From an optimization exercise on the open Yosys and OpenROAD flow, aimed at small area, a short achievable clock period and few clock cycles per item; shortcuts taken in it are not production practice.

## gamma
==> flow/design.v (excerpt) <==
module olidx_voice_codec (
    input  wire       clk,
    input  wire       rst,         
    input  wire       in_valid,
    output wire       in_ready,
    input  wire [7:0] in_data,
    input  wire       in_unpack,   
    output wire       out_valid,
    input  wire       out_ready,
    output wire [7:0] out_data,
    output wire       out_last,
    output wire [6:0] out_chk
);
Size: roughly 84 flip-flops, roughly 31 I/O pins, about 0.0051 mm2 of cells after synthesis.
clock: 9.0 ns
lec_check: 0
abc_clock_period_in_ps: 2500
cap_margin: 20
core_margin: 2
core_utilization: 40
cts_buf_list: sky130_fd_sc_hd__clkbuf_8
place_density: 0.6
setup_slack_margin: 5
slew_margin: 20
standard.sh (not shown) runs the stock make flow with config.mk's settings and CLKGATE_MAP_FILE= SYNTH_SCRIPT=/design/flow/synth_recipe.tcl, a recipe that flattens the netlist after the stock synthesis.
==> flow/flow/run.sh <==
#!/bin/bash
# Standard ORFS layout (the standard.sh) with a tighter timing-repair
# target, no footprint restriction on resizing and plain buffers on the ports.
# The full make output goes to standard.log in this folder.
bash standard.sh SETUP_SLACK_MARGIN=6.3 MATCH_CELL_FOOTPRINT=0 'BUFFER_PORTS_ARGS=-buffer_cell sky130_fd_sc_hd__buf_2'  finish > standard.log 2>&1
diff inputs: gamma => beta
diff --git a/flow/design.v b/flow/design.v
--- a/flow/design.v
+++ b/flow/design.v
@@ -25,15 +25,14 @@
             else if (!m)      dec_prod = (s != 5'd16);
             else              dec_prod = 1'b1;
         end
     endfunction
     reg        mode;        
     reg  [2:0] sec;         
     reg  [4:0] k;           
-    reg        r_cons, r_prod, r_need, r_send;
     reg  [2:0] hb;          
     reg  [4:0] hc;          
     reg  [7:0] hd;          
     reg  [5:0] he;          
     reg  [7:0] hf;          
     reg  [7:0] ir;
     reg        ir_u, ir_v;
@@ -46,35 +45,30 @@
     reg        rdy;
     wire voice = (sec == 3'd6);
     wire first = (sec == 3'd0) && (k == 5'd0);
     wire m     = first ? ir_u : mode;         
     wire pk    = !m && !voice;                
     wire pv    = !m && voice;                 
     wire lastb = voice && (k == 5'd28);
-    wire cons  = r_cons;
-    wire prod  = first ? ir_u : r_prod;
-    wire need  = r_need;
-    wire send  = r_send;
+    wire cons  = dec_cons(m, voice, k);
+    wire prod  = dec_prod(m, voice, sec == 3'd0, k);
+    wire need  = cons || (m && (voice ? (k == 5'd9 || k == 5'd15 || k == 5'd16)
+                                       : (k == 5'd11 || k == 5'd14 || k == 5'd17)));
+    wire send  = voice ? (k == 5'd28) : (m ? (k == 5'd20) : (k == 5'd22));
     wire go    = (!need || ir_v) && (!prod || !s_v);
     wire push  = go && prod;
     wire take  = go && cons;
     wire ld_o  = !o_v || out_ready;
     wire [2:0] sec_a  = send ? (voice ? 3'd0 : sec + 3'd1) : sec;
     wire [4:0] k_a    = send ? 5'd0 : k + 5'd1;
     wire       f_a    = (sec_a == 3'd0) && (k_a == 5'd0);
     wire [2:0] sec_n  = go ? sec_a : sec;
     wire [4:0] k_n    = go ? k_a : k;
-    wire       v_a    = (sec_a == 3'd6);
-    wire       dcons_a = dec_cons(m, v_a, k_a);
-    wire       dprod_a = dec_prod(m, v_a, sec_a == 3'd0, k_a);
-    wire       need_a = dcons_a || (m && (v_a ? (k_a == 5'd9 || k_a == 5'd15 || k_a == 5'd16)
-                                             : (k_a == 5'd11 || k_a == 5'd14 || k_a == 5'd17)));
-    wire       send_a = v_a ? (k_a == 5'd28) : (m ? (k_a == 5'd20) : (k_a == 5'd22));
-    wire       cons_a = f_a || dcons_a;
-    wire       prod_a = f_a || dprod_a;
+    wire       cons_a = f_a || dec_cons(m, sec_a == 3'd6, k_a);
+    wire       prod_a = f_a || dec_prod(m, sec_a == 3'd6, sec_a == 3'd0, k_a);
     wire       cons_n = go ? cons_a : cons;
     wire       prod_n = go ? prod_a : (prod || first);
     wire sv1  = !s_v && push && lastb;                        
     wire sv0  = s_v ? o_v : (push && (lastb || o_v));         
     wire irv1 = rdy || (ir_v && !take);                        
     wire irv0 = !rdy && ir_v && !take;                         
     wire ov1  = s_v || (push && !lastb);
@@ -137,42 +131,32 @@
                 5'd16: b = {5'b0, ir[3:1]};
                 5'd17: b = {5'b0, ir[6:4]};
                 default: b = ir;
             endcase
         end
     end
     always @(posedge clk) begin
-        if (!ir_v || take) begin
+        if (rdy) begin
             ir   <= in_data;
             ir_u <= in_unpack;
         end
         if (go && first)
             mode <= ir_u;
         if (rst) begin
             sec   <= 3'd0;
             k     <= 5'd0;
-            r_cons <= 1'b1;              
-            r_prod <= 1'b1;
-            r_need <= 1'b1;
-            r_send <= 1'b0;
             rdy   <= 1'b1;
             ir_v  <= 1'b0;
             s_v   <= 1'b0;
             o_v   <= 1'b0;
             p_v   <= 1'b0;
             ck    <= 7'd0;
         end else begin
             sec   <= sec_n;
             k     <= k_n;
-            if (go) begin
-                r_cons <= cons_a;
-                r_prod <= dprod_a;
-                r_need <= need_a;
-                r_send <= send_a;
-            end
             rdy   <= rdy_n;
             ir_v  <= ir_v_n;
             s_v   <= s_v_n;
             o_v   <= o_v_n;
             if (ck_en)
                 ck <= ck_n;
             if (push) begin
@@ -200,18 +184,15 @@
             if (pk ? (k == 5'd11 || k == 5'd14) : (pv && k == 5'd10)) hc[1:0] <= ir[1:0];
             if (pk && (k == 5'd12 || k == 5'd15)) hc[4:2] <= ir[2:0];
             if (pk ? (k == 5'd17) : (pv && k == 5'd15)) he[0] <= ir[0];
             if (pk ? (k == 5'd18) : (pv && k == 5'd16)) he[5:1] <= ir[4:0];
         end
     end
     always @(posedge clk) begin
-        if (rst) begin
-            o_data <= 8'd0;
-            o_last <= 1'b0;
-        end else if (ld_o) begin
+        if (ld_o) begin
             o_data <= s_v ? s_data : b;
             o_last <= s_v && s_last;
         end
         if (!s_v) begin
             s_data <= b;
             s_last <= lastb;
         end
### Flow results
beta ended up with out_data[0] as its endpoint of the worst setup timing path; gamma ended up with out_data[2]. Compared with gamma, in beta count of plain and timing-repair buffers up about 2.8%; synthesized cell count down 4.9%; per-cell routed wire length up 4.8%; maximum frequency down 12 MHz. beta ends up with higher area of all placed cells without fillers than gamma does.
No functional check of the RTL was part of any run of this note.

==> static timing again, ports no longer ideal <==
The flow's constraints put no driver on any port. The routed layouts listed below were extracted and timed again, unchanged, in two steps.
Step 1 (the two cells are an assumption about what drives the block):
set clk [get_ports {clk}]
set_driving_cell -lib_cell sky130_fd_sc_hd__clkbuf_16 $clk
set_driving_cell -lib_cell sky130_fd_sc_hd__buf_2 [delete_from_list [all_inputs] $clk]
Step 2, shift: input delay + t, output delay - t, t = (earliest + latest rising clock arrival at the registers) / 2. This alone moves slack from input paths to output paths.
a / b / c = ideal / step 1 / step 2; a / b = the first two.
run	t, ns	setup WS [ns]	worst setup path after step 2
gamma	0.419	6.333 / 6.295 / 6.002	input to register
beta	0.413	6.248 / 6.212 / 6.057	input to register
After both steps setup and hold are still met in every run listed. For gamma, which loses most, drivers alone change the setup slack by -0.038 ns; drivers and shift together by -0.331 ns.
